What follows belongs to an exercise in optimizing a design on an open flow for small area; a production flow would make more cautious choices. RTL that was checked went through simulation tests only; none was proved equivalent to the original. For runs 1, 2 and 5, only the layout was checked, not whether the RTL still works. No run shown here takes its clock network from TritonCTS; it comes from the design's own scripts or RTL. The clock input has no modelled driver; a real chip could not lean on it and would need a root buffer or a full tree. Power and IR drop assume default switching activity.

$ cat design.v
module flashcart (
    input  wire        clk,
    input  wire        rst,           
    input  wire        req_valid,
    output wire        req_ready,
    input  wire        req_ev,        
    input  wire [2:0]  req_code,      
    input  wire [1:0]  req_win,       
    input  wire        req_we,        
    input  wire [12:0] req_off,
    input  wire [7:0]  req_data,
    input  wire        cfg_fj,        
    input  wire        cfg_bj,
    input  wire        cfg_cp,
    output wire        rsp_valid,
    output wire [7:0]  rsp_data,
    output wire        rsp_ok,        
    output wire        rsp_fwd,       
    output wire        rsp_map,       
    output wire [1:0]  rsp_ge,
    output wire [3:0]  rsp_bank,
    output wire [3:0]  rsp_flags,     
    output wire        rsp_bsel,      
    output wire        rsp_cpchg,     
    output wire        fl_en,
    output wire        fl_we,
    output wire [16:0] fl_addr,
    output wire [7:0]  fl_wdata,
    input  wire [7:0]  fl_rdata,
    output wire        ram_en,
    output wire        ram_we,
    output wire [14:0] ram_addr,
    output wire [7:0]  ram_wdata,
    input  wire [7:0]  ram_rdata
);
    localparam [3:0] F_READ          = 4'b0000,
                     F_UNLOCK1       = 4'b0001,
                     F_UNLOCK2       = 4'b0010,
                     F_AUTOSELECT    = 4'b0011,
                     F_PROGRAM       = 4'b0100,
                     F_ERASE_SETUP   = 4'b0101,
                     F_ERASE_UNLOCK1 = 4'b0110,
                     F_ERASE_UNLOCK2 = 4'b0111;
    reg        fj, bj, cp_dev;
    reg        att;
    reg        active;
    reg [3:0]  bank;
    reg        allow_bank, no_freeze, reu_mapping;
    reg        wol, cpe, export_ram;
    reg [3:0]  fstate;
    reg        ph;             
    reg [2:0]  ehi;            
    reg [13:0] elo;            
    wire f_perr  = (fstate[3:2] == 2'b10);
    wire er      = (fstate[3:1] == 3'b111);
    wire chip    = fstate[0];
    wire [7:0]  o8  = req_off[7:0];
    wire [7:0]  d   = req_data;
    wire        io1 = (req_win == 2'd0);
    wire        io2 = (req_win == 2'd1);
    wire [12:0] bank_off = req_win[1] ? req_off : {4'b1111, req_win[0], o8};
    wire [16:0] fl_a     = {bank[3] ^ ~bj, bank[2:0], bank_off};
    wire is_reg   = io1 && (o8[7:1] == 7'd0);
    wire engaged  = io1 && att && cpe && cp_dev && (o8[7:4] == 4'd0);
    wire serviced = att && active && (io1 ? reu_mapping : (io2 && !reu_mapping));
    wire is_rom   = req_win[1] && att;
    wire mem_access  = !req_ev && !is_reg && !engaged && (serviced || is_rom);
    wire mem_read    = mem_access && !req_we;
    wire mem_write   = mem_access && req_we && (req_win != 2'd3);
    wire ram_write   = mem_write && export_ram;
    wire flash_store = mem_write && !export_ram && fj;
    wire [14:0] am  = fl_a[14:0];
    wire        u1  = (am == 15'h5555);
    wire        u2  = (am == 15'h2AAA);
    wire        dAA = (d == 8'hAA);
    wire        d55 = (d == 8'h55);
    wire        dF0 = (d == 8'hF0);
    reg  [3:0]  f_next;
    always @(*) begin
        f_next = F_READ;
        case (fstate)
            F_READ:
                if (u1 && dAA)                 f_next = F_UNLOCK1;
            F_UNLOCK1:
                if (u2 && d55)                 f_next = F_UNLOCK2;
            F_UNLOCK2:
                if (u1 && d == 8'h90)          f_next = F_AUTOSELECT;
                else if (u1 && d == 8'hA0)     f_next = F_PROGRAM;
                else if (u1 && d == 8'h80)     f_next = F_ERASE_SETUP;
            F_AUTOSELECT:
                if (u1 && dAA)                 f_next = F_UNLOCK1;
                else if (!dF0)                 f_next = F_AUTOSELECT;
            F_ERASE_SETUP:
                if (u1 && dAA)                 f_next = F_ERASE_UNLOCK1;
            F_ERASE_UNLOCK1:
                if (u2 && d55)                 f_next = F_ERASE_UNLOCK2;
            F_ERASE_UNLOCK2:
                if (u1 && d == 8'h10)          f_next = 4'b1111;
                else if (d == 8'h30)           f_next = 4'b1110;
            default:    
                if (!dF0)                      f_next = fstate;
        endcase
    end
    wire f_prog    = (fstate == F_PROGRAM);
    wire rd_ident  = (fstate == F_AUTOSELECT) && (o8 <= 8'h02);
    wire prog      = flash_store && f_prog;
    assign req_ready = ph;
    wire   acc       = req_valid && ph;
    wire   elo_z     = (elo[12:0] == 13'd0);
    wire   elo_fb    = elo[13] ^ elo[4] ^ elo[2] ^ elo[0] ^ elo_z;
    wire   elo_end   = elo_z && elo[13];
    wire   er_last   = elo_end && (!chip || ehi == 3'h7);
    wire   er_start  = flash_store && f_next[3] && f_next[2];
    assign rsp_valid = (acc && !er_start) || (er && er_last);
    wire [7:0] pgm_new = fl_rdata & d;
    wire       pgm_ok  = (pgm_new == d);
    wire fl_rd  = mem_read && !export_ram && !rd_ident && !f_perr;
    wire ram_rd = mem_read && export_ram;
    assign fl_en    = er || (req_valid && ((fl_rd && !ph) || prog));
    assign fl_we    = er || (ph && prog);
    assign fl_addr  = {fl_a[16:14] ^ ehi, elo | (fl_a[13:0] & {14{!er}})};
    assign fl_wdata = er ? 8'hFF : pgm_new;
    assign ram_en    = !er && req_valid && ((ram_rd && !ph) || (ram_write && ph));
    assign ram_we    = ram_write;
    assign ram_addr  = {(req_win[1] || allow_bank) ? bank[1:0] : 2'b00, bank_off};
    assign ram_wdata = d;
    wire       reg_ok = att && active;
    wire [7:0] status = {bank[2], reu_mapping, bank[3], bank[1:0], 1'b0,
                         allow_bank, fj};
    wire [7:0] fstat  = {~fstate[1], fstate[0], 1'b1, 5'd0};
    wire t_fa   = req_ev && (!att || !no_freeze);
    wire t_reg  = !req_ev && is_reg && reg_ok;
    wire fl_spc = mem_read && !export_ram;
    wire t_st   = fl_spc && f_perr;
    wire t_id   = fl_spc && (fstate == F_AUTOSELECT);
    assign rsp_data = ({8{ram_rd}} & ram_rdata) | ({8{fl_rd}} & fl_rdata) |
                      ({8{t_reg}} & status) | ({8{t_st}} & fstat) |
                      {2'b00, t_id && o8 == 8'h01, 4'b0000,
                       (t_id && o8 == 8'h00) || t_fa};
    assign rsp_ok   = !req_win[1] && (is_reg ? reg_ok : mem_read);
    wire reg_wr    = !req_ev && is_reg && reg_ok && req_we;
    wire ev_attach = (req_code == 3'd0) && !att;
    wire ev_reset  = (req_code == 3'd1) && att;
    wire ev_freeze = ((req_code == 3'd2) || (req_code == 3'd3 && !no_freeze)) &&
                     att && !fj;
    assign rsp_fwd   = !er && !req_ev && !is_reg && engaged;
    assign rsp_map   = !er && (req_ev ? (ev_attach || ev_reset || ev_freeze)
                                      : (reg_wr && !o8[0]));
    assign rsp_bsel  = !er && reg_wr && o8[0] && fj;
    assign rsp_cpchg = !er && reg_wr && o8[0] && !fj && !wol && (cpe != d[0]);
    assign rsp_ge    = req_ev ? {req_code[1] || (req_code[0] ? fj : cfg_fj), req_code[1]}
                              : {d[1] && !(fj && d[0]), d[0] && !fj};
    assign rsp_bank  = req_ev ? ((req_code[1:0] == 2'b01) ? bank : 4'd0)
                              : {o8[0] && bj && !d[5], d[7], d[4], d[3]};
    assign rsp_flags = req_ev ? {req_code[1], 1'b0, 1'b1, 1'b0}
                              : {d[5], d[6], 1'b0, 1'b1};
    wire a_ev  = acc && req_ev;
    wire a_att = a_ev && ev_attach;
    wire a_rst = a_ev && ev_reset;
    wire a_frz = a_ev && (req_code[2:1] == 2'b01) && ev_freeze;
    wire a_det = a_ev && (req_code == 3'd5);
    wire a_wr  = acc && reg_wr;
    wire a_r0  = a_wr && !o8[0];
    wire a_r1f = a_wr && o8[0] && fj;
    wire a_r1n = a_wr && o8[0] && !fj && !wol;
    wire a_r1  = a_r1f || a_r1n;
    wire a_tog = acc && t_st;
    wire a_fs  = acc && flash_store;
    wire a_bk  = a_r0 || a_r1;
    always @(posedge clk) begin
        ph  <= req_valid && !er && !ph;
        elo <= er ? {elo[12:0], elo_fb} : 14'd0;
        if (rst)
            ehi <= 3'd0;
        else if (er && chip && elo_end)
            ehi <= ehi + 3'd1;
        att <= !rst && (a_att || (att && !a_det));
        if (a_att) begin
            fj     <= cfg_fj;
            bj     <= cfg_bj;
            cp_dev <= cfg_cp;
        end
        active      <= a_att || a_rst || a_frz ||
                       (active && !(a_r0 && d[2]));
        wol         <= a_r1n || (wol && !(a_att || a_rst));
        cpe         <= (a_r1n && d[0]) || (cpe && !(a_att || a_r1n));
        no_freeze   <= (a_r1 && d[2]) || (no_freeze && !(a_att || a_r1));
        allow_bank  <= (a_r1 && d[1]) || (allow_bank && !(a_att || a_r1));
        reu_mapping <= (a_r1n && d[6]) || (reu_mapping && !(a_att || a_r1));
        export_ram  <= a_frz || (a_r0 && d[5]) ||
                       (export_ram && !(a_att || a_rst || a_r0));
        bank[2:0]   <= ({3{a_bk}} & {d[7], d[4], d[3]}) |
                       ({3{!(a_att || a_bk)}} & bank[2:0]);
        bank[3]     <= (a_r1f && bj && !d[5]) || (bank[3] && !(a_att || a_bk));
        if (a_att || a_rst || (er && er_last))
            fstate <= F_READ;
        else if (a_fs)
            fstate <= f_prog ? (pgm_ok ? F_READ : {2'b10, d[7], 1'b0}) : f_next;
        else if (a_tog)
            fstate[0] <= ~fstate[0];
        if (rst) fstate[1] <= 1'b0;
    end
endmodule
$ cat flow/run.sh
#!/bin/bash
# ORFS layout as standard.sh runs it, with three changes:
#  - synthesis maps the logic with an area-oriented ABC script (flow/synth.tcl);
#  - the buffers ABC inserts are removed at floorplan;
#  - the port buffers are the smallest buffer, buf_1;
#  - the clock tree is a one level of clock buffers (flow/cts_hook.tcl).
set -euo pipefail
export FLOW_ABC_SCRIPT=$PWD/flow/abc_area.script
bash standard.sh SYNTH_SCRIPT=$PWD/flow/synth.tcl synth > synth.log 2>&1
bash standard.sh \
  BUFFER_PORTS_ARGS="-buffer_cell sky130_fd_sc_hd__buf_1" \
  REMOVE_ABC_BUFFERS=1 \
  CLK_KX=3 CLK_KY=1 CLK_CELL=sky130_fd_sc_hd__clkbuf_8 PRE_CTS_TCL=$PWD/flow/cts_hook.tcl \
  finish > layout.log 2>&1
$ cat flow/abc_area.script
strash
&get -n
&st
&dch -f
&nf -R 1000 -F 8 -A 4 -C 32
&st
&syn2
&dch -f
&nf -R 1000 -F 8 -A 4 -C 32
&st
&syn3
&dch -f
&nf -R 1000 -F 8 -A 4 -C 32
&put
topo
$ cat flow/cts_hook.tcl
# PRE_CTS hook: a one-level clock tree. The design has a few dozen
# flip-flops, so TritonCTS's H-tree (a root buffer and four leaf buffers)
# is replaced by CLK_KX x CLK_KY leaf buffers (CLK_CELL) driven by the
# clock port: the flip-flops are split into CLK_KX columns by x and each
# column into CLK_KY groups by y; each group gets a buffer placed at its
# centre. The rest of ORFS's CTS step (legalisation, timing repair) runs
# unchanged.
proc clock_tree_synthesis {args} {
  set kx $::env(CLK_KX)
  set ky $::env(CLK_KY)
  set block [ord::get_db_block]
  set master [[ord::get_db] findMaster $::env(CLK_CELL)]
  set clk [[$block findBTerm clk] getNet]
  set sinks {}
  foreach it [$clk getITerms] {
    set loc [[$it getInst] getLocation]
    lappend sinks [list [lindex $loc 0] [lindex $loc 1] $it]
  }
  set sinks [lsort -integer -index 0 $sinks]
  set n [llength $sinks]
  set g 0
  for {set i 0} {$i < $kx} {incr i} {
    set col [lrange $sinks [expr {($i * $n) / $kx}] [expr {(($i + 1) * $n) / $kx - 1}]]
    set col [lsort -integer -index 1 $col]
    set nc [llength $col]
    for {set j 0} {$j < $ky} {incr j} {
      set grp [lrange $col [expr {($j * $nc) / $ky}] [expr {(($j + 1) * $nc) / $ky - 1}]]
      set net [odb::dbNet_create $block clknet_leaf_$g]
      $net setSigType CLOCK
      set inst [odb::dbInst_create $block $master clkbuf_leaf_$g]
      set sx 0; set sy 0
      foreach s $grp {
        set sx [expr {$sx + [lindex $s 0]}]
        set sy [expr {$sy + [lindex $s 1]}]
        set it [lindex $s 2]
        $it disconnect
        $it connect $net
      }
      set m [llength $grp]
      [$inst findITerm A] connect $clk
      [$inst findITerm X] connect $net
      $inst setLocation [expr {$sx / $m}] [expr {$sy / $m}]
      $inst setPlacementStatus PLACED
      puts "clock tree: clkbuf_leaf_$g drives $m clock sinks"
      incr g
    }
  }
}
$ cat flow/synth.tcl
# synth_recipe.tcl (the standard synthesis) with one change: ABC maps the
# logic with flow/abc_area.script instead of ORFS's speed script.
proc synth {args} { yosys synth -nofsm -noshare {*}$args }
proc abc {args} {
  set i [lsearch $args -script]
  if {$i >= 0} { lset args [expr {$i+1}] $::env(FLOW_ABC_SCRIPT) }
  yosys abc {*}$args
}
source $::env(SCRIPTS_DIR)/synth.tcl
# left out here: clear keep_hierarchy, flatten, clean up, hide names made inside functions, write 1_2_yosys.v
$ cat standard.sh
#!/bin/bash
# synth_recipe.tcl (not shown) runs the flow's synth.tcl, then flattens the netlist and writes it again
# the make line also repeats each setting of config.mk as NAME=value (left out here)
make -C /OpenROAD-flow-scripts/flow DESIGN_CONFIG=/design/flow/config.mk WORK_HOME=/design/flow/orfs CLKGATE_MAP_FILE= SYNTH_SCRIPT=/design/flow/synth_recipe.tcl "${@:-finish}"
$ cat config.mk
export PLATFORM = sky130hd
export DESIGN_NAME = flashcart
export DESIGN_NICKNAME = flashcart
export VERILOG_FILES = /design/flow/design.v
export SDC_FILE = /design/flow/constraint.sdc
export NUM_CORES = 4
export LEC_CHECK = 0
export CAP_MARGIN = 0
export CORE_MARGIN = 2
export CORE_UTILIZATION = 45
export SLEW_MARGIN = 0
$ cat constraint.sdc
create_clock -name core_clock -period 5.0 [get_ports {clk}]
set_input_delay 1.0000 -clock core_clock [delete_from_list [all_inputs] [get_ports {clk}]]
set_output_delay 1.0000 -clock core_clock [all_outputs]
set_load 0.01 [all_outputs]
==> out/summary.txt, run 1 <==
status = finished clean
routed vias = 3136
Final Core Density = 0.556
Synth Register Bits = 37
RSZ-0062 raised after global routing = no
critical path peak fanout = 9
met2 WL post-DR = 4330 µm
Area Growth Syn to Fin = 18.5%
GP Congestion = 0.940
max-slew violations = 0
synth warn = 1
Worst-path clk slew = 80 ps
uppermost routed layer = met4
final worst setup slack = 409 ps
clock share of power = 0.252
switching share of total power = 0.283
worst slew pin tran = 1100 ps
slowest stage cell, crit path = nor4_1
Final HPWL DP = 7480 µm
CP endpoint kind = output pin
Hold-fix buffers, CTS = 0
Die H = 80.3 µm
row cnt = 27
post-layout min period = 4590 ps
async set-reset flop share out of synthesis = 0
layout cells sized above 1 = 0.0195
count of final setup violators = 0
class of the worst hold path = reg -> reg
startpoint types = input pin
Gate power share = 0.190
Req. time, crit path = 4000 ps
die area = 6440 µm²
Worst Clk Skew = 13.8 ps
worst skew pair latency = 150 ps
DRT antenna net count = 0
# diodes = 0
prevailing post-synth register cell = dfxtp_1
die width = 80.3 µm
first-pass GRT wire length = 14300 µm
post-CTS resize count = 0
# Post-CTS Setup Buffers = 0
Slew HR = 0.262
sequential fraction of the synthesis area = 0.294
power per standard cell area = 176 nW/µm²
Remaining DRCs = 0
Post-synth EDFFs = 3
critical path, cell by cell = buf_1 -> or3_1 -> nand2b_1 -> nor4_1 -> nor4_1 -> nor2b_1 -> and2_0 -> a222oi_1 -> o31ai_1 -> buf_1
initial antenna violation count = 0
Top Ports = 127
Synth area leaders = dfxtp_1 26%, nand2_1 7.2%, buf_4 6.3%
Mapped Avg Cell Area = 7.52 µm²
total gr overflow = 0
final-stage net count = 515
max incr delay on CP = 460 ps
detailed route wirelength on metal3 = 780 µm
P_int = 0.391 mW
Final Cycle Share = 0.918
DRT Pass-1 Iters = 5
Synth area leader = dfxtp_1
maxcap violations = 0
setup_tns = 0 ps
Initial Utilization = 0.470
Gate Count Post-Synth = 348
Final Hold Vio Count = 0
Routed WL = 9350 µm
Reg power frac = 0.558
Netlist cell types = 48
share of the synthesized area in the top cell type = 0.260
wire length on met1 = 4050 µm
vias per cell = 5.88
synthesized area = 2620 µm²
Area after DPL = 3060 µm²
WL per Instance = 17.5 µm
WP buf/inv = 2
vias in the first global route = 2722
Initial DRC Count = 263
Place WS = 503 ps
P_leak = 1.18 nW
largest net degree at the start of global routing = 28
Core Area = 5570 µm²
peak supply drop = 0.179 mV
PortBufs = 126
Layout Cell Area excl Fill = 3100 µm²
switching component of the power = 0.154 mW
cell family with the largest share of critical-path delay = simple AND/OR/NAND/NOR gates
Peak Freq = 218 MHz
total track usage = 0.284
Setup CP Type = in -> out
CP Data Arrival Time = 3590 ps
layout make-up:
type,count,area (µm²)
Tap cell,72,90.1
Timing Repair Buffer,132,518
Multi-Input combinational cell,273,1620
Fill cell,583,2470
Sequential cell,37,771
Inverter,16,60.1
Buffer,3,41.3
cells in the mapped netlist, drive strengths merged, types with 3 or more instances:
cell,count
xor2,6
nor4,9
xnor2,5
a21oi,15
nand2,50
nor2,25
nand3b,3
nor3b,3
nor3,13
nand3,14
edfxtp,3
dfxtp,34
nand2b,9
and3,9
o21ai,17
buf,22
o22ai,5
a222oi,6
clkinv,16
mux2i,5
and2,17
nand4b,3
nand4,5
o31ai,3
o211ai,3
or4,3
nor2b,3
a21o,14
layer usage:
layer / vias to the layer above / global-route usage
met4: 0 / 0.0441
met2: 182 / 0.489
met5: - / 0
met3: 18 / 0.0213
li1: 1486 / -
met1: 1450 / 0.393
cell usage in the layout, fill, tap and decap left out, types with 13 or more instances in the layout:
cell / n
buf_1: 126
nand2_1: 50
dfxtp_1: 34
nor2_1: 25
o21ai_0: 17
and2_0: 17
clkinv_1: 16
a21oi_1: 15
nand3_1: 14
a21o_1: 14
nor3_1: 13
power groups by stage:
stage	combinational (mW)	sequential [mW]	clock, mW
finish	0.104	0.305	0.137
global route	0.113	0.305	0.146
CTS	0.103	0.311	0.0991
detailed placement	0.102	0.311	0
global placement	0.103	0.312	0
floorplan	0.0397	0.311	0
cells by family (layout without fill, tap and decap cells):
| logic type | count (synthesis) | count (layout) | synth area share |
|---|---|---|---|
| fa+ha+maj | 2 | 2 | 0.00956 |
| buf+inv | 38 | 151 | 0.0860 |
| flops | 37 | 37 | 0.294 |
| xor+xnor | 11 | 11 | 0.0368 |
| compound gates | 81 | 81 | 0.209 |
| mux | 6 | 6 | 0.0234 |
| simple gates | 173 | 173 | 0.341 |
through the flow:
step	hold slack, ps	std cells	power, mW
after floorplan	447	326	0.350
after global placement	480	530	0.414
after detailed placement	478	530	0.414
after CTS	478	533	0.514
after global routing	505	533	0.565
final	492	533	0.546
registers in the layout, indices dropped and copies added (netlist names), 3 cells and up:
signal	flops
ehi	3
bank	4
elo	14
fstate	4
final timing paths:
| path | from | endpoint | slack [ps] | cells past startpoint |
|---|---|---|---|---|
| worst max-delay path | req_off[2] | rsp_data[7] | 410 | 10 |
| worst min-delay path | elo[3]$_SDFF_PN0_ | elo[4]$_SDFF_PN0_ | 490 | 1 |
| worst max register to register | reu_mapping$_DFF_P_ | fstate[0]$_SDFFE_PP0P_ | 2570 | 10 |
| worst min register to register | elo[3]$_SDFF_PN0_ | elo[4]$_SDFF_PN0_ | 490 | 1 |
==> run 2: changes to the inputs <==
--- a/flow/run.sh
+++ b/flow/run.sh
@@ -11,4 +11,4 @@
   BUFFER_PORTS_ARGS="-buffer_cell sky130_fd_sc_hd__buf_1" \
   REMOVE_ABC_BUFFERS=1 \
-  CLK_KX=3 CLK_KY=1 CLK_CELL=sky130_fd_sc_hd__clkbuf_8 PRE_CTS_TCL=$PWD/flow/cts_hook.tcl \
+  CLK_KX=2 CLK_KY=2 CLK_CELL=sky130_fd_sc_hd__clkbuf_4 PRE_CTS_TCL=$PWD/flow/cts_hook.tcl \
   finish > layout.log 2>&1
==> run 2 against run 1 <==
Against the previous run: still clean on timing, DRC and antenna; clock power fell by 15%; fmax rose by 1.3%; critical path depth did not move; clock skew is 10 ps higher; die area did not move; global-route usage increased by 0.071 points; cell count up 0.19%; power down 3.6%; sequential share of layout area rose by 0.091 points; worst hold slack improved by 2.9 ps; first-iteration DRC count shrank 13%.
==> out/summary.txt, run 2 <==
status = finished clean
Core Area = 5570 µm² (unchanged)
Slew HR = 0.257 (-0.00474)
Area after DPL = 3060 µm² (unchanged)
max-slew violations = 0 (unchanged)
Routed WL = 9390 µm (+0.40%)
post-CTS resize count = 0 (unchanged)
total track usage = 0.284 (+0.000707)
Gate Count Post-Synth = 348 (unchanged)
commonest non-fill, non-tap cell in the layout = buf_1
worst slew pin tran = 1110 ps (+7.09 ps)
# diodes = 0 (unchanged)
Area Growth Syn to Fin = 18.1%
synth warn = 1 (unchanged)
Remaining DRCs = 0 (unchanged)
commonest non-fill, non-tap cells in the layout = 126 x buf_1, 50 x nand2_1, 34 x dfxtp_1, 25 x nor2_1
synthesized area = 2620 µm² (unchanged)
DRT Pass-1 Iters = 5 (unchanged)
Initial Utilization = 0.470 (unchanged)
WL per Instance = 17.6 µm (+0.21%)
P_leak = 1.18 nW (-0.27%)
routed vias = 3182 (+1.5%)
# Post-CTS Setup Buffers = 0 (unchanged)
RSZ-0062 raised after global routing = no
worst skew pair latency = 180 ps (+30 ps)
Final Hold Vio Count = 0 (unchanged)
startpoint types = input pin
sequential fraction of the synthesis area = 0.294 (unchanged)
Synth Register Bits = 37 (unchanged)
setup_tns = 0 ps (unchanged)
initial antenna violation count = 0 (unchanged)
Hold-fix buffers, CTS = 0 (unchanged)
# fillers = 589 (+1.0%)
async set-reset flop share out of synthesis = 0 (unchanged)
Reg2Reg Depth = 10 (unchanged)
Peak Freq = 221 MHz (+1.3%)
share of the synthesized area in the top cell type = 0.260 (unchanged)
slowest stage cell, crit path = nor4_1
row cnt = 27 (unchanged)
Die H = 80.3 µm (unchanged)
Post-synth EDFFs = 3 (unchanged)
Final Cycle Share = 0.907 (-0.0114)
Worst-path clk slew = 90 ps (about the same)
Setup CP Type = in -> out
Req. time, crit path = 4000 ps (about the same)
flip-flop count of the largest register after layout = 14 (unchanged)
total gr overflow = 0 (unchanged)
power per standard cell area = 170 nW/µm² (-3.2%)
die width = 80.3 µm (unchanged)
largest net degree at the start of global routing = 28 (unchanged)
critical path, cell by cell = buf_1 -> or3_1 -> nand2b_1 -> nor4_1 -> nor4_1 -> nor2b_1 -> and2_0 -> a222oi_1 -> o31ai_1 -> buf_1
CP endpoint kind = output pin
peak supply drop = 0.166 mV (-7.1%)
Mapped Avg Cell Area = 7.52 µm² (unchanged)
Top reg by flops = elo
Worst Clk Skew = 24.1 ps (+10.3 ps)
Layout Cell Area excl Fill = 3090 µm² (-0.36%)
prevailing post-synth register cell = dfxtp_1
PortBufs = 126 (unchanged)
vias in the first global route = 2724 (+0.073%)
Top Ports = 127 (unchanged)
first-pass GRT wire length = 14300 µm (+0.20%)
Initial DRC Count = 230 (-13%)
Netlist cell types = 48 (unchanged)
GP Congestion = 0.940 (unchanged)
Synth area leaders = dfxtp_1 26%, nand2_1 7.2%, buf_4 6.3%
most frequent cell after synthesis = nand2_1
maxcap violations = 0 (unchanged)
DRT antenna net count = 0 (unchanged)
Synth area leader = dfxtp_1
hold path cells = 1 (unchanged)
layout cells sized above 1 = 0.0216 (+0.00212)
largest registers = elo: 14 flops, bank: 4 flops, fstate: 4 flops
die area = 6440 µm² (unchanged)
max incr delay on CP = 450 ps (about the same)
CP Data Arrival Time = 3530 ps (-60 ps)
Final HPWL DP = 7480 µm (unchanged)
final-stage net count = 516 (+0.19%)
post-layout min period = 4530 ps (-57.1 ps)
vias per cell = 5.96 (+1.3%)
count of final setup violators = 0 (unchanged)
critical path peak fanout = 9 (unchanged)
synth cell count leaders = 50 x nand2_1, 34 x dfxtp_1, 25 x nor2_1
class of the worst hold path = reg -> reg
-- run 2: cell counts after synthesis --
Identical to the previous run, type by type.
-- run 2: cell type report --
class                   instances  area, µm²  share of cell area
well taps                      72       90.1              0.0291
plain buffers                   4       30.0             0.00972
inverters                      16       60.1              0.0194
flip-flops and latches         37        771               0.249
repair buffers                132        518               0.168
multi-input cells             273       1620               0.525
-- run 2: worst paths after layout --
path                                           from                      to  slack, ps
worst min register to register    elo[3]$_SDFF_PN0_       elo[4]$_SDFF_PN0_        500
worst min-delay path              elo[3]$_SDFF_PN0_       elo[4]$_SDFF_PN0_        500
worst max-delay path                     req_off[2]             rsp_data[7]        470
worst max register to register  reu_mapping$_DFF_P_  fstate[0]$_SDFFE_PP0P_       2590
-- run 2: power breakdown --
group / total [mW] / switching [mW] / internal, mW
combinational: 0.104 / 0.0687 / 0.0350
clock: 0.117 / 0.0790 / 0.0384
sequential: 0.305 / 0.00377 / 0.301
-- run 2: layer usage --
metal  vias up  part of all wire  track usage
met5         -                 0            0
met4         0             0.014       0.0407
met3        10             0.086       0.0281
met2       172              0.47        0.486
met1      1501              0.43        0.395
li1       1499                 -            -
-- run 2: cell families (layout without fill, tap and decap cells) --
kind of cell	Yosys count	count (layout)	share of synthesized area
adders and majority gates	2	2	0.00956
AOI/OAI and AO/OA	81	81	0.209
muxes	6	6	0.0234
xor gates and xnor gates	11	11	0.0368
buffers and inverters	38	152	0.0860
DFF	37	37	0.294
and+or+nand+nor	173	173	0.341
-- run 2: through the flow --
stage / util / setup slack, ps / std cells / power, mW / hold slack, ps
floorplan: - / 1110 / 326 / 0.350 / 447
global placement: 0.549 / 625 / 530 / 0.414 / 480
detailed placement: 0.549 / 503 / 530 / 0.414 / 478
CTS: 0.554 / 481 / 534 / 0.498 / 478
global route: 0.554 / 269 / 534 / 0.545 / 507
finish: 0.554 / 466 / 534 / 0.526 / 495
-- run 2: worst max-delay path, delay by kind of cell --
family          cells  cell delay (ps)
buf+inv             2              260
simple gates        6             1700
compound gates      2              560
==> run 3: changes to the inputs <==
--- a/design.v
+++ b/design.v
@@ -51,5 +51,7 @@
     reg        ph;             
     reg [2:0]  ehi;            
-    reg [13:0] elo;            
+    reg [13:0] els;            
+    localparam [13:0] EPOL = 14'h2AAA;
+    wire [13:0] elo = els ^ EPOL;
     wire f_perr  = (fstate[3:2] == 2'b10);
     wire er      = (fstate[3:1] == 3'b111);
@@ -170,5 +172,5 @@
     always @(posedge clk) begin
         ph  <= req_valid && !er && !ph;
-        elo <= er ? {elo[12:0], elo_fb} : 14'd0;
+        els <= er ? ({elo[12:0], elo_fb} ^ EPOL) : EPOL;
         if (rst)
             ehi <= 3'd0;
--- a/flow/run.sh
+++ b/flow/run.sh
@@ -11,4 +11,4 @@
   BUFFER_PORTS_ARGS="-buffer_cell sky130_fd_sc_hd__buf_1" \
   REMOVE_ABC_BUFFERS=1 \
-  CLK_KX=2 CLK_KY=2 CLK_CELL=sky130_fd_sc_hd__clkbuf_4 PRE_CTS_TCL=$PWD/flow/cts_hook.tcl \
+  CLK_KX=3 CLK_KY=1 CLK_CELL=sky130_fd_sc_hd__clkbuf_8 PRE_CTS_TCL=$PWD/flow/cts_hook.tcl \
   finish > layout.log 2>&1
--- a/config.mk
+++ b/config.mk
@@ -9,3 +9,5 @@
 export CORE_MARGIN = 2
 export CORE_UTILIZATION = 45
+export GPL_ROUTABILITY_DRIVEN = 0
+export GPL_TIMING_DRIVEN = 0
 export SLEW_MARGIN = 0
==> run 3 against run 2 <==
Against the previous run: still clean on timing, DRC and antenna; critical path depth rose by 1; cell count is 0.37% higher; routed wire length down 1.8%; worst setup slack got worse by 150 ps; clock power is 19% higher; highest routed layer unchanged.
==> out/summary.txt, run 3 <==
Synth area leaders = dfxtp_1 26%, nand2_1 10%, buf_4 6.4%
Gate power share = 0.188 (-0.009)
Place WS = -23.9 ps (-527 ps)
mux cell area share after synthesis = 0.0160 (-0.00747)
commonest non-fill, non-tap cells in the layout = 126 x buf_1, 70 x nand2_1, 35 x nor2_1, 34 x dfxtp_1, 22 x o21ai_0
Synth Area in Simple Gates = 0.354 (+0.0136)
post-CTS resize count = 1 (+1)
Worst Clk Skew = 17.5 ps (-6.65 ps)
critical path, cell by cell = buf_1 -> or4_1 -> nor3_1 -> nand4_1 -> nand2_1 -> nor4_1 -> nor2b_1 -> and2_0 -> a222oi_1 -> nand2_1 -> buf_1
largest family of logic cells by synthesized area = simple AND/OR/NAND/NOR gates
count of final setup violators = 0 (unchanged)
peak supply drop = 0.167 mV (+0.61%)
hold slack = 412 ps (-83.3 ps)
Core Area = 5540 µm² (-0.61%)
WL per Instance = 17.2 µm (-2.2%)
Top reg by flops = els
Final Hold Vio Count = 0 (unchanged)
final-stage net count = 518 (+0.39%)
P_int = 0.390 mW (+4.1%)
Req. time, crit path = 4000 ps (about the same)
# diodes = 0 (unchanged)
switching share of total power = 0.286 (-0.00175)
Layout Cell Area excl Fill = 3060 µm² (-1.0%)
clock share of power = 0.254 (+0.031)
final worst setup slack = 317 ps (-149 ps)
Gate Count Post-Synth = 356 (+2.3%)
cell family with the largest share of critical-path delay = simple AND/OR/NAND/NOR gates
Initial Utilization = 0.467 (-0.00256)
largest registers = els: 14 flops, bank: 4 flops, fstate: 4 flops
# Post-CTS Setup Buffers = 0 (unchanged)
xor/xnor cell area share of the yosys netlist = 0.0372 (+0.000427)
total track usage = 0.283 (-0.000926)
sequential fraction of the synthesis area = 0.298 (+0.00342)
Synth Register Bits = 37 (unchanged)
Top Ports = 127 (unchanged)
Hold-fix buffers, CTS = 0 (unchanged)
switching component of the power = 0.156 mW (+3.3%)
post-layout min period = 4680 ps (+149 ps)
worst slew pin tran = 799 ps (-312 ps)
CP Data Arrival Time = 3680 ps (+150 ps)
status = finished clean
vias per cell = 5.81 (-2.5%)
Final Core Density = 0.552 (-0.00226)
largest net degree at the start of global routing = 35 (+25%)
total gr overflow = 0 (unchanged)
max-slew violations = 0 (unchanged)
Placed Cells = 532 (+0.38%)
synth warn = 1 (unchanged)
synth cell count leaders = 70 x nand2_1, 35 x nor2_1, 34 x dfxtp_1
Netlist cell types = 44 (-8.3%)
Cell Count, Final, Fillers Out = 536 (+0.37%)
PortBufs = 126 (unchanged)
critical path peak fanout = 12 (+3)
Peak Freq = 214 MHz (-3.2%)
RSZ-0062 raised after global routing = no
DRT antenna net count = 0 (unchanged)
slowest stage cell, crit path = or4_1
async set-reset flop share out of synthesis = 0 (unchanged)
Slew HR = 0.466 (+0.209)
layout cells sized above 1 = 0.0108 (-0.0109)
first-pass GRT wire length = 14300 µm (-0.43%)
P_leak = 1.13 nW (-3.4%)
row cnt = 27 (unchanged)
max incr delay on CP = 580 ps (+130 ps)
worst skew pair latency = 150 ps (-30 ps)
setup_tns = 0 ps (unchanged)
compound-cell area share of the yosys netlist = 0.195 (-0.0140)
Mapped Avg Cell Area = 7.27 µm² (-3.4%)
commonest non-fill, non-tap cell in the layout = buf_1
synthesized area = 2590 µm² (-1.1%)
WP buf/inv = 2 (unchanged)
vias in the first global route = 2756 (+1.2%)
die width = 79.8 µm (-0.54%)
Final HPWL DP = 7000 µm (-6.5%)
Initial DRC Count = 227 (-1.3%)
startpoint types = input pin
Area after DPL = 2990 µm² (-2.5%)
Setup CP Type = in -> out
Reg power frac = 0.558 (-0.022)
maxcap violations = 0 (unchanged)
initial antenna violation count = 0 (unchanged)
Final Cycle Share = 0.937 (+0.0298)
die area = 6370 µm² (-1.1%)
prevailing post-synth register cell = dfxtp_1
met2 WL post-DR = 4150 µm (-5.3%)
Post-synth EDFFs = 3 (unchanged)
CP endpoint kind = output pin
Synth area leader = dfxtp_1
detailed route wirelength on metal3 = 916 µm (+14%)
Remaining DRCs = 0 (unchanged)
power per standard cell area = 179 nW/µm² (+4.9%)
most frequent cell after synthesis = nand2_1
share of the synthesized area in the top cell type = 0.263 (+0.00302)
flip-flop count of the largest register after layout = 14 (unchanged)
Worst-path clk slew = 70 ps (-20 ps)
Die H = 79.8 µm (-0.54%)
Routed WL = 9220 µm (-1.8%)
wire length on met1 = 4030 µm (-0.93%)
Final Power = 0.546 mW (+3.9%)
Area Growth Syn to Fin = 18.2%
DRT Pass-1 Iters = 7 (+2)
routed vias = 3115 (-2.1%)
class of the worst hold path = reg -> reg
uppermost routed layer = met4
Adder-Cell Fraction of Synth Area = 0.00967 (+0.000111)
-- run 3: power groups by stage --
stage / combinational (mW) / sequential (mW) / clock, mW
2_1_floorplan: 0.0399 / 0.311 / 0
3_3_place_gp: 0.100 / 0.312 / 0
3_5_place_dp: 0.101 / 0.312 / 0
4_1_cts: 0.101 / 0.312 / 0.0991
5_1_grt: 0.114 / 0.305 / 0.150
6_report: 0.103 / 0.305 / 0.139
-- run 3: logic make-up (layout without fill, tap and decap cells) --
| logic type | count (synthesis) | in the layout |
|---|---|---|
| compound gates | 74 | 74 |
| xor+xnor | 11 | 11 |
| fa+ha+maj | 2 | 2 |
| buf+inv | 40 | 148 |
| flops | 37 | 37 |
| mux | 4 | 4 |
| simple gates | 188 | 188 |
-- run 3: per-layer routing --
| metal | global-route usage | vias to the layer above |
|---|---|---|
| li1 | - | 1499 |
| met1 | 0.403 | 1448 |
| met2 | 0.459 | 155 |
| met3 | 0.0509 | 13 |
| met4 | 0.0390 | 0 |
| met5 | 0 | - |
-- run 3: path summary, 6_finish.rpt --
path                                   startpoint           endpoint  slack (ps)  depth (start not counted)
worst min register to register  els[8]$_SDFF_PN0_  els[9]$_SDFF_PN1_         410                          1
worst max register to register        att$_DFF_P_        cpe$_DFF_P_        2550                          7
worst max-delay path                   req_win[1]        rsp_data[6]         320                         11
worst min-delay path            els[8]$_SDFF_PN0_  els[9]$_SDFF_PN1_         410                          1
-- run 3: worst reg2reg max path: stages, from the launching register on --
cell     delay (ps)
dfxtp_1         530
nand3_1         120
nor2_1          580
nand2_1         230
nor2_1          210
nand2_1         100
nor3_1          380
o21ai_0         160
-- run 3: final cells by class --
type | count | area [µm²]
Buffer | 3 | 41.3
Fill cell | 589 | 2480
Inverter | 18 | 67.6
Multi-Input combinational cell | 279 | 1590
Sequential cell | 37 | 771
Tap cell | 72 | 90.1
Timing Repair Buffer | 127 | 500
==> run 4: changes to the inputs <==
--- a/config.mk
+++ b/config.mk
@@ -9,5 +9,4 @@
 export CORE_MARGIN = 2
 export CORE_UTILIZATION = 45
-export GPL_ROUTABILITY_DRIVEN = 0
 export GPL_TIMING_DRIVEN = 0
 export SLEW_MARGIN = 0
==> run 4 against run 3 <==
Against the previous run: utilization is 0.41 points lower; register-to-register slack worse by 60 ps; cell count shrank 0.19%; cell area fell by 0.74%; global-route usage shrank 0.068 points; worst setup slack better by 23 ps; routed wire length hardly changed; critical path type unchanged; largest power group unchanged.
==> out/summary.txt, run 4 <==
status = finished clean
largest net degree at the start of global routing = 35 (unchanged)
prevailing post-synth register cell = dfxtp_1
PortBufs = 126 (unchanged)
largest registers = els: 14 flops, bank: 4 flops, fstate: 4 flops
RSZ-0062 raised after global routing = no
slowest stage cell, crit path = nor3b_2
Post-synth EDFFs = 3 (unchanged)
hold slack = 401 ps (-10.8 ps)
synth cell count leaders = 70 x nand2_1, 35 x nor2_1, 34 x dfxtp_1
hold path cells = 1 (unchanged)
Area Growth Syn to Fin = 17.4%
DRT antenna net count = 0 (unchanged)
DRT Pass-1 Iters = 5 (-2)
row cnt = 27 (unchanged)
Top Ports = 127 (unchanged)
switching share of total power = 0.280 (-0.00583)
routed vias = 3089 (-0.83%)
setup_tns = 0 ps (unchanged)
critical path, cell by cell = buf_1 -> or4_1 -> nor3_1 -> nand4_1 -> nand2_1 -> nor4_1 -> nor2b_1 -> nand2b_1 -> nor3b_2 -> nor2b_1 -> o21ai_0 -> nand2_1 -> buf_1
Netlist cell types = 44 (unchanged)
maxcap violations = 0 (unchanged)
Final Core Density = 0.548 (-0.00406)
Synth area leaders = dfxtp_1 26%, nand2_1 10%, buf_4 6.4%
worst slew pin tran = 833 ps (+34.0 ps)
sequential fraction of the synthesis area = 0.298 (unchanged)
Final Cycle Share = 0.932 (-0.00453)
commonest non-fill, non-tap cell in the layout = buf_1
total gr overflow = 0 (unchanged)
max-slew violations = 0 (unchanged)
Final Power = 0.542 mW (-0.86%)
synthesized area = 2590 µm² (unchanged)
vias in the first global route = 2819 (+2.3%)
Worst Clk Skew = 11.5 ps (-6.01 ps)
critical path peak fanout = 12 (unchanged)
Final Hold Vio Count = 0 (unchanged)
Setup CP Type = in -> out
clock share of power = 0.249 (-0.005)
CP Depth = 13 (+2)
# Post-CTS Setup Buffers = 0 (unchanged)
startpoint types = input pin
layout cells sized above 1 = 0.0108 (+0.0000233)
P_int = 0.390 mW (about the same)
final-stage net count = 517 (-0.19%)
Top reg by flops = els
# diodes = 0 (unchanged)
Die H = 79.8 µm (unchanged)
switching component of the power = 0.152 mW (-2.9%)
async set-reset flop share out of synthesis = 0 (unchanged)
post-layout min period = 4660 ps (-22.7 ps)
CP endpoint kind = output pin
Remaining DRCs = 0 (unchanged)
Synth Register Bits = 37 (unchanged)
vias per cell = 5.77 (-0.65%)
Gate Count Post-Synth = 356 (unchanged)
WL per Instance = 17.2 µm (+0.26%)
Core Area = 5540 µm² (unchanged)
P_leak = 1.12 nW (-1.2%)
Reg power frac = 0.562 (+0.004)
Gate power share = 0.189 (about the same)
class of the worst hold path = reg -> reg
commonest non-fill, non-tap cells in the layout = 126 x buf_1, 70 x nand2_1, 35 x nor2_1, 34 x dfxtp_1, 22 x o21ai_0
WP buf/inv = 2 (unchanged)
Synth area leader = dfxtp_1
GP Congestion = 0.930
initial antenna violation count = 0 (unchanged)
max incr delay on CP = 620 ps (+40 ps)
peak supply drop = 0.256 mV (+53%)
first-pass GRT wire length = 14300 µm (about the same)
total track usage = 0.283 (-0.000676)
Initial DRC Count = 218 (-4.0%)
Reg2Reg Depth = 9 (+2)
Hold-fix buffers, CTS = 0 (unchanged)
die area = 6370 µm² (unchanged)
Req. time, crit path = 4000 ps (about the same)
Routed WL = 9220 µm (about the same)
most frequent cell after synthesis = nand2_1
worst skew pair latency = 150 ps (about the same)
Final HPWL DP = 7140 µm (+2.0%)
flip-flop count of the largest register after layout = 14 (unchanged)
count of final setup violators = 0 (unchanged)
# fillers = 621 (+5.4%)
Peak Freq = 215 MHz (+0.49%)
share of the synthesized area in the top cell type = 0.263 (unchanged)
Initial Utilization = 0.467 (unchanged)
Slew HR = 0.443 (-0.0227)
die width = 79.8 µm (unchanged)
CP Data Arrival Time = 3660 ps (-20 ps)
synth warn = 1 (unchanged)
power per standard cell area = 178 nW/µm² (-0.13%)
Mapped Avg Cell Area = 7.27 µm² (unchanged)
cell family with the largest share of critical-path delay = simple AND/OR/NAND/NOR gates
Worst-path clk slew = 90 ps (+20 ps)
run 4: cell types whose count changed in the layout (fill, tap and decap cells not counted), sizes merged:
cell,previous run,this run
buf,127,126
run 4: kinds of logic (layout without fill, tap and decap cells):
group / count (synthesis) / after routing / synth area share
xor gates and xnor gates: 11 / 11 / 0.0372
DFF: 37 / 37 / 0.298
AOI/OAI and AO/OA: 74 / 74 / 0.195
and+or+nand+nor: 188 / 188 / 0.354
buffers and inverters: 40 / 147 / 0.0899
adders and majority gates: 2 / 2 / 0.00967
muxes: 4 / 4 / 0.0160
run 4: worst register-to-register path, stage by stage (launching register included):
cell and delay [ps]:
dfxtp_1 410, xor2_1 160, a21oi_1 90, nor4_1 300, and3_1 240, nand3b_1 150
nor2_1 410, nand2_1 170, a2111oi_0 390, nor4_1 80
run 4: power by group through the flow:
stage                     Clock (mW)  Combinational (mW)  Sequential, mW
after global routing           0.149               0.113           0.306
after CTS                     0.0991               0.102           0.312
after global placement             0               0.101           0.312
after floorplan                    0              0.0399           0.311
final                          0.135               0.102           0.305
after detailed placement           0               0.101           0.311
run 4: metrics by stage:
| stage | cell area [µm²] | worst slack [ps] | cells |
|---|---|---|---|
| floorplan | 2420 | 1060 | 334 |
| global placement | 2990 | -21.7 | 532 |
| detailed placement | 2990 | -5.19 | 532 |
| CTS | 3030 | 360 | 535 |
| global route | 3040 | 111 | 535 |
| finish | 3040 | 340 | 535 |
run 4: worst paths after layout:
| check | endpoint | slack (ps) | start |
|---|---|---|---|
| worst max-delay path | fl_en | 340 | req_win[1] |
| worst min-delay path | els[9]$_SDFF_PN1_ | 400 | els[8]$_SDFF_PN0_ |
| worst max register to register | fstate[1]$_SDFFE_PP0P_ | 2490 | reu_mapping$_DFF_P_ |
| worst min register to register | els[9]$_SDFF_PN1_ | 400 | els[8]$_SDFF_PN0_ |
run 4: metal layers:
metal / track usage / part of all wire / wire [µm] / vias to the layer above
li1: - / - / - / 1491
met1: 0.395 / 0.43 / 3990 / 1430
met2: 0.459 / 0.45 / 4200 / 150
met3: 0.0419 / 0.088 / 811 / 18
met4: 0.0678 / 0.024 / 222 / 0
met5: 0 / 0 / 0 / -
run 4: timing repair:
action                                  CTS  global route
gates resized for setup                   1             0
hold endpoints to repair                  0             0
endpoints found under the setup margin    2             0
run 4: final cells by class:
cell class | count | area (µm²) | share of cell area
Multi-Input combinational cell | 279 | 1590 | 0.525
Sequential cell | 37 | 771 | 0.254
Timing Repair Buffer | 126 | 473 | 0.156
Tap cell | 72 | 90.1 | 0.0297
Inverter | 18 | 67.6 | 0.0222
Buffer | 3 | 41.3 | 0.0136
==> run 5: changes to the inputs <==
--- a/design.v
+++ b/design.v
@@ -173,10 +173,7 @@
         ph  <= req_valid && !er && !ph;
         els <= er ? ({elo[12:0], elo_fb} ^ EPOL) : EPOL;
-        if (rst)
-            ehi <= 3'd0;
-        else if (er && chip && elo_end)
-            ehi <= ehi + 3'd1;
+        ehi <= (er && chip) ? (elo_end ? ehi + 3'd1 : ehi) : 3'd0;
         att <= !rst && (a_att || (att && !a_det));
-        if (a_att) begin
+        if (!att) begin
             fj     <= cfg_fj;
             bj     <= cfg_bj;
==> run 5 against run 4 <==
Against the previous run: sequential power is essentially flat; largest cell class unchanged; worst setup slack lost 52 ps; first-iteration DRC count shrank 13%; routed wire length shrank 3.3%; via count grew 0.81%; still clean on timing, DRC and antenna; die area shrank 0.79%; critical endpoint is now rsp_cpchg; clock power grew 3%; sequential cell count is the same.
==> out/summary.txt, run 5 <==
startpoint types = input pin
DRT antenna net count = 0 (unchanged)
peak supply drop = 0.201 mV (-21%)
commonest non-fill, non-tap cells in the layout = 124 x buf_1, 65 x nand2_1, 38 x nor2_1, 34 x dfxtp_1, 24 x clkinv_1
Core Area = 5510 µm² (-0.61%)
die width = 79.5 µm (-0.39%)
total gr overflow = 0 (unchanged)
prevailing post-synth register cell = dfxtp_1
count of final setup violators = 0 (unchanged)
Top reg by flops = els
Synth Register Bits = 37 (unchanged)
Area Growth Syn to Fin = 17.9%
commonest non-fill, non-tap cell in the layout = buf_1
WP buf/inv = 2 (unchanged)
Die H = 79.5 µm (-0.39%)
final-stage net count = 522 (+0.97%)
Synth area leader = dfxtp_1
setup_tns = 0 ps (unchanged)
initial antenna violation count = 0 (unchanged)
max incr delay on CP = 690 ps (+70 ps)
Routed WL = 8920 µm (-3.3%)
Req. time, crit path = 4000 ps (about the same)
Worst Clk Skew = 7.69 ps (-3.77 ps)
sequential fraction of the synthesis area = 0.300 (+0.00247)
hold path cells = 1 (unchanged)
Final HPWL DP = 7020 µm (-1.7%)
P_leak = 1.10 nW (-1.7%)
critical path, cell by cell = buf_1 -> nor4_1 -> nand2_1 -> nor2_1 -> nand4_1 -> nor2_1 -> nand4_1 -> nor4_1 -> buf_1
Top Ports = 127 (unchanged)
vias in the first global route = 2808 (-0.39%)
Remaining DRCs = 0 (unchanged)
Setup CP Type = in -> out
class of the worst hold path = reg -> reg
Initial DRC Count = 189 (-13%)
DRT Pass-1 Iters = 5 (unchanged)
worst slew pin tran = 1220 ps (+392 ps)
# diodes = 0 (unchanged)
hold slack = 402 ps (+1.04 ps)
share of the synthesized area in the top cell type = 0.265 (+0.00218)
synth warn = 1 (unchanged)
cell family with the largest share of critical-path delay = simple AND/OR/NAND/NOR gates
synthesized area = 2570 µm² (-0.82%)
Final Cycle Share = 0.942 (+0.0104)
first-pass GRT wire length = 13900 µm (-2.7%)
most frequent cell after synthesis = nand2_1
vias per cell = 5.77 (-0.12%)
slowest stage cell, crit path = nor2_1
synth cell count leaders = 65 x nand2_1, 38 x nor2_1, 34 x dfxtp_1
critical path peak fanout = 10 (-2)
Netlist cell types = 43 (-2.3%)
largest net degree at the start of global routing = 31 (-11%)
CP endpoint kind = output pin
total track usage = 0.273 (-0.00947)
Slew HR = 0.181 (-0.262)
GP Congestion = 0.962 (+3.4%)
Post-synth EDFFs = 3 (unchanged)
Gate Count Post-Synth = 361 (+1.4%)
power per standard cell area = 182 nW/µm² (+2.0%)
max-slew violations = 0 (unchanged)
CP Data Arrival Time = 3710 ps (+50 ps)
post-layout min period = 4710 ps (+52.1 ps)
layout cells sized above 1 = 0.0150 (+0.00416)
maxcap violations = 0 (unchanged)
Synth area leaders = dfxtp_1 27%, nand2_1 9.5%, buf_4 6.4%
PortBufs = 126 (unchanged)
Final Power = 0.550 mW (+1.6%)
Final Hold Vio Count = 0 (unchanged)
RSZ-0062 raised after global routing = no
row cnt = 27 (unchanged)
Worst-path clk slew = 80 ps (about the same)
routed vias = 3114 (+0.81%)
Reg2Reg Depth = 10 (+1)
Mapped Avg Cell Area = 7.11 µm² (-2.2%)
WL per Instance = 16.5 µm (-4.2%)
Peak Freq = 212 MHz (-1.1%)
die area = 6320 µm² (-0.79%)
async set-reset flop share out of synthesis = 0 (unchanged)
CP Depth = 9 (-4)
status = finished clean
flip-flop count of the largest register after layout = 14 (unchanged)
Initial Utilization = 0.466 (-0.000998)
worst skew pair latency = 150 ps (about the same)
Final Core Density = 0.549 (+0.00132)
largest registers = els: 14 flops, bank: 4 flops, fstate: 4 flops
[run 5: changes by cell type in the layout (fill, tap and decap cells not counted), sizes merged, moves of 5 or more]
cell    change
nor4        +5
a21oi      +13
nand3b      -6
a221oi      -5
clkinv      +6
nand2       -5
[run 5: layout make-up]
type | count | area [µm²]
fillers | 562 | 2480
multi-input cells | 278 | 1560
flip-flops and latches | 37 | 771
repair buffers | 126 | 475
inverters | 24 | 90.1
well taps | 72 | 90.1
plain buffers | 3 | 41.3
[run 5: worst paths after layout]
path,start,endpoint,slack [ps]
setup / recovery,req_off[5],rsp_cpchg,290
hold / removal,els[6]$_SDFF_PN0_,els[7]$_SDFF_PN1_,400
setup reg to reg,cp_dev$_DFFE_PN_,fstate[1]$_SDFFE_PP0P_,2310
hold reg to reg,els[6]$_SDFF_PN0_,els[7]$_SDFF_PN1_,400
[run 5: kinds of logic after synthesis]
| family | synth area share |
|---|---|
| flip-flops | 0.300 |
| multiplexers | 0.0117 |
| AO/OA/AOI/OAI | 0.223 |
| XOR/XNOR | 0.0307 |
| buffers and inverters | 0.0995 |
| adder cells (fa/ha/maj) | 0.00975 |
| AND/OR/NAND/NOR | 0.325 |
[run 5: through the flow]
step	area (µm²)	setup slack, ps	std cells
global route	3030	151	540
finish	3030	288	540
detailed placement	2960	-106	537
global placement	2960	-92.5	537
CTS	3010	29.6	540
floorplan	2400	1100	339
[run 5: power breakdown]
group	internal, mW	switching [mW]	total [mW]
Sequential	0.302	0.00436	0.307
Clock	0.0553	0.0833	0.139
Combinational	0.0339	0.0712	0.105
[run 5: routing by layer]
layer / vias up / routed length [µm] / track usage
li1: 1520 / - / -
met1: 1420 / 3920 / 0.383
met2: 160 / 4120 / 0.455
met3: 14 / 722 / 0.0317
met4: 0 / 153 / 0.0483
met5: - / 0 / 0
[run 5: timing repair]
action                                  in CTS  in global routing
gates resized for setup                      1                  4
setup buffers                                0                  0
endpoints found under the setup margin       1                  2
hold buffers                                 0                  0
hold endpoints to repair                     0                  0
pin swaps                                    0                  0
[run 5: worst register-to-register path: stages, from the launching register on]
cell and delay [ps]:
edfxtp_1 370, and3_1 180, nand3_1 90, nand2_1 60
a2111oi_0 500, and3_1 250, and3_1 220, and2_0 340
nand2_1 120, nor4_1 390, nor4_1 80
==> run 6: changes to the inputs <==
--- a/design.v
+++ b/design.v
@@ -46,6 +46,6 @@
     reg        active;
     reg [3:0]  bank;
-    reg        allow_bank, no_freeze, reu_mapping;
-    reg        wol, cpe, export_ram;
+    reg        allow_bank, no_freeze;
+    reg        export_ram;
     reg [3:0]  fstate;
     reg        ph;             
@@ -54,4 +54,8 @@
     localparam [13:0] EPOL = 14'h2AAA;
     wire [13:0] elo = els ^ EPOL;
+    wire cpe         = !fj && fstate[0];
+    wire reu_mapping = !fj && fstate[1];
+    wire wol         = fstate[2];         
+    wire f_auto      = fj && (fstate == F_AUTOSELECT);
     wire f_perr  = (fstate[3:2] == 2'b10);
     wire er      = (fstate[3:1] == 3'b111);
@@ -105,5 +109,5 @@
     end
     wire f_prog    = (fstate == F_PROGRAM);
-    wire rd_ident  = (fstate == F_AUTOSELECT) && (o8 <= 8'h02);
+    wire rd_ident  = f_auto && (o8 <= 8'h02);
     wire prog      = flash_store && f_prog;
     assign req_ready = ph;
@@ -135,5 +139,5 @@
     wire fl_spc = mem_read && !export_ram;
     wire t_st   = fl_spc && f_perr;
-    wire t_id   = fl_spc && (fstate == F_AUTOSELECT);
+    wire t_id   = fl_spc && f_auto;
     assign rsp_data = ({8{ram_rd}} & ram_rdata) | ({8{fl_rd}} & fl_rdata) |
                       ({8{t_reg}} & status) | ({8{t_st}} & fstat) |
@@ -182,9 +186,6 @@
         active      <= a_att || a_rst || a_frz ||
                        (active && !(a_r0 && d[2]));
-        wol         <= a_r1n || (wol && !(a_att || a_rst));
-        cpe         <= (a_r1n && d[0]) || (cpe && !(a_att || a_r1n));
         no_freeze   <= (a_r1 && d[2]) || (no_freeze && !(a_att || a_r1));
         allow_bank  <= (a_r1 && d[1]) || (allow_bank && !(a_att || a_r1));
-        reu_mapping <= (a_r1n && d[6]) || (reu_mapping && !(a_att || a_r1));
         export_ram  <= a_frz || (a_r0 && d[5]) ||
                        (export_ram && !(a_att || a_rst || a_r0));
@@ -192,6 +193,10 @@
                        ({3{!(a_att || a_bk)}} & bank[2:0]);
         bank[3]     <= (a_r1f && bj && !d[5]) || (bank[3] && !(a_att || a_bk));
-        if (a_att || a_rst || (er && er_last))
+        if (a_att || (a_rst && fj) || (er && er_last))
             fstate <= F_READ;
+        else if (a_rst)
+            fstate[2] <= 1'b0;                   
+        else if (a_r1n)
+            fstate[2:0] <= {1'b1, d[6], d[0]};   
         else if (a_fs)
             fstate <= f_prog ? (pgm_ok ? F_READ : {2'b10, d[7], 1'b0}) : f_next;
==> run 6 against run 5 <==
Against the previous run: critical path depth rose by 4; routed wire length rose by 2.6%; global-route usage up 1.1 points; clock skew rose by 5.2 ps; die area down 1.3%; cell count rose by 1.5%; utilization is 0.67 points lower; power shrank 5.4%; worst hold slack gained 13 ps; combinational power about the same; first-iteration DRC count rose by 2.1%; clock power down 6%; largest power group unchanged.
==> out/summary.txt, run 6 <==
# diodes = 0 (unchanged)
status = finished clean
die width = 79 µm (-0.65%)
Synth area leader = dfxtp_1
maxcap violations = 0 (unchanged)
largest registers = els: 14 flops, bank: 4 flops, fstate: 4 flops
Setup CP Type = in -> out
Die H = 79 µm (-0.65%)
Core Area = 5470 µm² (-0.61%)
Routed WL = 9150 µm (+2.6%)
met1 Use GR = 0.420 (+0.0371)
most frequent cell after synthesis = nand2_1
Peak Freq = 212 MHz (-0.32%)
Remaining DRCs = 0 (unchanged)
setup_tns = 0 ps (unchanged)
met2 usage = 0.459 (+0.00386)
Hold-fix buffers, CTS = 0 (unchanged)
Worst Clk Skew = 12.9 ps (+5.20 ps)
largest net degree at the start of global routing = 34 (+9.7%)
vias in the first global route = 2682 (-4.5%)
worst skew pair latency = 150 ps (about the same)
WL per Instance = 16.7 µm (+1.1%)
Final HPWL DP = 7140 µm (+1.8%)
CP endpoint kind = output pin
layer with the highest usage = met2
Synth Register Bits = 34 (-8.1%)
peak supply drop = 0.204 mV (+1.6%)
count of final setup violators = 0 (unchanged)
Slew HR = 0.104 (-0.0771)
Post-synth EDFFs = 3 (unchanged)
share of the synthesized area in the top cell type = 0.245 (-0.0201)
RSZ-0062 raised after global routing = no
first-pass GRT wire length = 14200 µm (+2.3%)
worst slew pin tran = 1340 ps (+115 ps)
class of the worst hold path = reg -> reg
flip-flop count of the largest register after layout = 14 (unchanged)
startpoint types = input pin
commonest non-fill, non-tap cells in the layout = 126 x buf_1, 74 x nand2_1, 44 x nor2_1, 31 x dfxtp_1, 21 x clkinv_1
final-stage net count = 530 (+1.5%)
post-CTS resize count = 0 (-1)
Area Growth Syn to Fin = 17.4%
sequential fraction of the synthesis area = 0.281 (-0.0196)
synth cell count leaders = 74 x nand2_1, 44 x nor2_1, 31 x dfxtp_1
Gate Count Post-Synth = 369 (+2.2%)
total gr overflow = 0 (unchanged)
Worst-path clk slew = 70 ps (about the same)
synthesized area = 2530 µm² (-1.4%)
total track usage = 0.284 (+0.0105)
Top Ports = 127 (unchanged)
Initial DRC Count = 193 (+2.1%)
Mapped Avg Cell Area = 6.86 µm² (-3.5%)
Initial Utilization = 0.463 (-0.00352)
prevailing post-synth register cell = dfxtp_1
DRT antenna net count = 0 (unchanged)
max-slew violations = 0 (unchanged)
Req. time, crit path = 4000 ps (about the same)
row cnt = 27 (unchanged)
async set-reset flop share out of synthesis = 0 (unchanged)
vias per cell = 5.76 (about the same)
Final Cycle Share = 0.946 (+0.00303)
# fillers = 609 (+8.4%)
Final Core Density = 0.543 (-0.00667)
synth warn = 1 (unchanged)
Top reg by flops = els
die area = 6240 µm² (-1.3%)
power per standard cell area = 175 nW/µm² (-3.7%)
P_leak = 1.08 nW (-1.9%)
CP Data Arrival Time = 3730 ps (+20 ps)
routed vias = 3157 (+1.4%)
layout cells sized above 1 = 0.00630 (-0.00865)
Netlist cell types = 46 (+7.0%)
post-layout min period = 4730 ps (+15.1 ps)
Synth area leaders = dfxtp_1 25%, nand2_1 11%, buf_4 6.5%
commonest non-fill, non-tap cell in the layout = buf_1
met3 global-route usage = 0.0239 (-0.00781)
Final Hold Vio Count = 0 (unchanged)
# Post-CTS Setup Buffers = 0 (unchanged)
initial antenna violation count = 0 (unchanged)
critical path peak fanout = 11 (+1)
GP Congestion = 0.912 (-5.2%)
PortBufs = 126 (unchanged)
DRT Pass-1 Iters = 7 (+2)
==> run 6: metrics by stage <==
step | power (mW) | cell area, µm² | cells | hold slack, ps | setup WS [ps]
3_3_place_gp | 0.394 | 2930 | 545 | 389 | 361
5_1_grt | 0.542 | 2970 | 548 | 440 | 26.4
6_report | 0.521 | 2970 | 548 | 415 | 272
4_1_cts | 0.490 | 2970 | 548 | 399 | 307
2_1_floorplan | 0.330 | 2370 | 347 | 366 | 1360
3_5_place_dp | 0.395 | 2930 | 545 | 397 | 306
==> run 6: path summary, 6_finish.rpt <==
| kind | startpoint | endpoint | slack (ps) | cells after the start |
|---|---|---|---|---|
| max | req_win[1] | rsp_data[4] | 270 | 13 |
| min | els[12]$_SDFF_PN0_ | els[13]$_SDFF_PN1_ | 410 | 1 |
| min reg2reg | els[12]$_SDFF_PN0_ | els[13]$_SDFF_PN1_ | 410 | 1 |
| max reg2reg | fj$_DFFE_PN_ | fstate[1]$_SDFFE_PP0P_ | 2200 | 12 |
==> run 6: layout make-up <==
type,count,area [µm²],area share
tap,72,90.1,0.0303
buffer,3,41.3,0.0139
sequential,34,711,0.239
inverter,21,78.8,0.0265
timing repair buffer,126,473,0.159
multi-input combinational,292,1580,0.531
==> run 6: per-layer routing <==
metal | wire length, µm | vias up
met4 | 113 | 0
met1 | 4150 | 1452
li1 | - | 1528
met2 | 4160 | 163
met5 | 0 | -
met3 | 729 | 14
==> run 6: cells by family (layout without fill, tap and decap cells) <==
kind of cell | Yosys count | after routing | synth area share
compound gates | 75 | 75 | 0.196
fa+ha+maj | 2 | 2 | 0.00988
xor+xnor | 9 | 9 | 0.0311
buf+inv | 43 | 150 | 0.0964
simple gates | 203 | 203 | 0.374
mux | 3 | 3 | 0.0124
flops | 34 | 34 | 0.281
==> run 6: critical path: stages <==
cell and delay (ps):
buf_1 460, nor4_1 140, nand2_1 160, a21oi_1 60, nor4_1 210, nor2b_1 210, clkinv_1 90, nor2_1 210
o21ai_0 160, nor2_1 560, a222oi_1 180, clkinv_1 90, buf_1 180
==> run 6: power breakdown <==
part / total, mW / leakage [nW] / switching (mW) / internal [mW]
registers: 0.285 / 0.282 / 0.00624 / 0.278
logic: 0.105 / 0.776 / 0.0701 / 0.0344
clock network: 0.131 / 0.0216 / 0.0763 / 0.0551

port drivers added, routing unchanged:
Ports are ideal in the flow. The routed layouts listed here were re-timed in OpenROAD.
Step 1, drivers: a clkbuf_16 drives clk and a buf_2 each remaining input, both assumed.
Step 2, shift: input delay + t, output delay - t, t = (earliest + latest rising clock arrival at the registers) / 2. This alone moves slack from input paths to output paths.
Slacks: ideal ports / drivers / drivers and shift; pairs: ideal ports / drivers.
| run | t (ns) | slack for setup (ns) | worst register clock-pin slew, ns |
|---|---|---|---|
| run 1 | 0.196 | 0.409 / 0.389 / 0.389 | 0.09 / 0.09 |
| run 2 | 0.218 | 0.466 / 0.446 / 0.446 | 0.12 / 0.12 |
| run 3 | 0.197 | 0.317 / 0.295 / 0.295 | 0.10 / 0.10 |
| run 4 | 0.190 | 0.340 / 0.313 / 0.313 | 0.09 / 0.09 |
| run 5 | 0.192 | 0.288 / 0.267 / 0.267 | 0.09 / 0.09 |
| run 6 | 0.187 | 0.272 / 0.245 / 0.245 | 0.09 / 0.09 |
After both steps setup and hold are still met in every run listed.
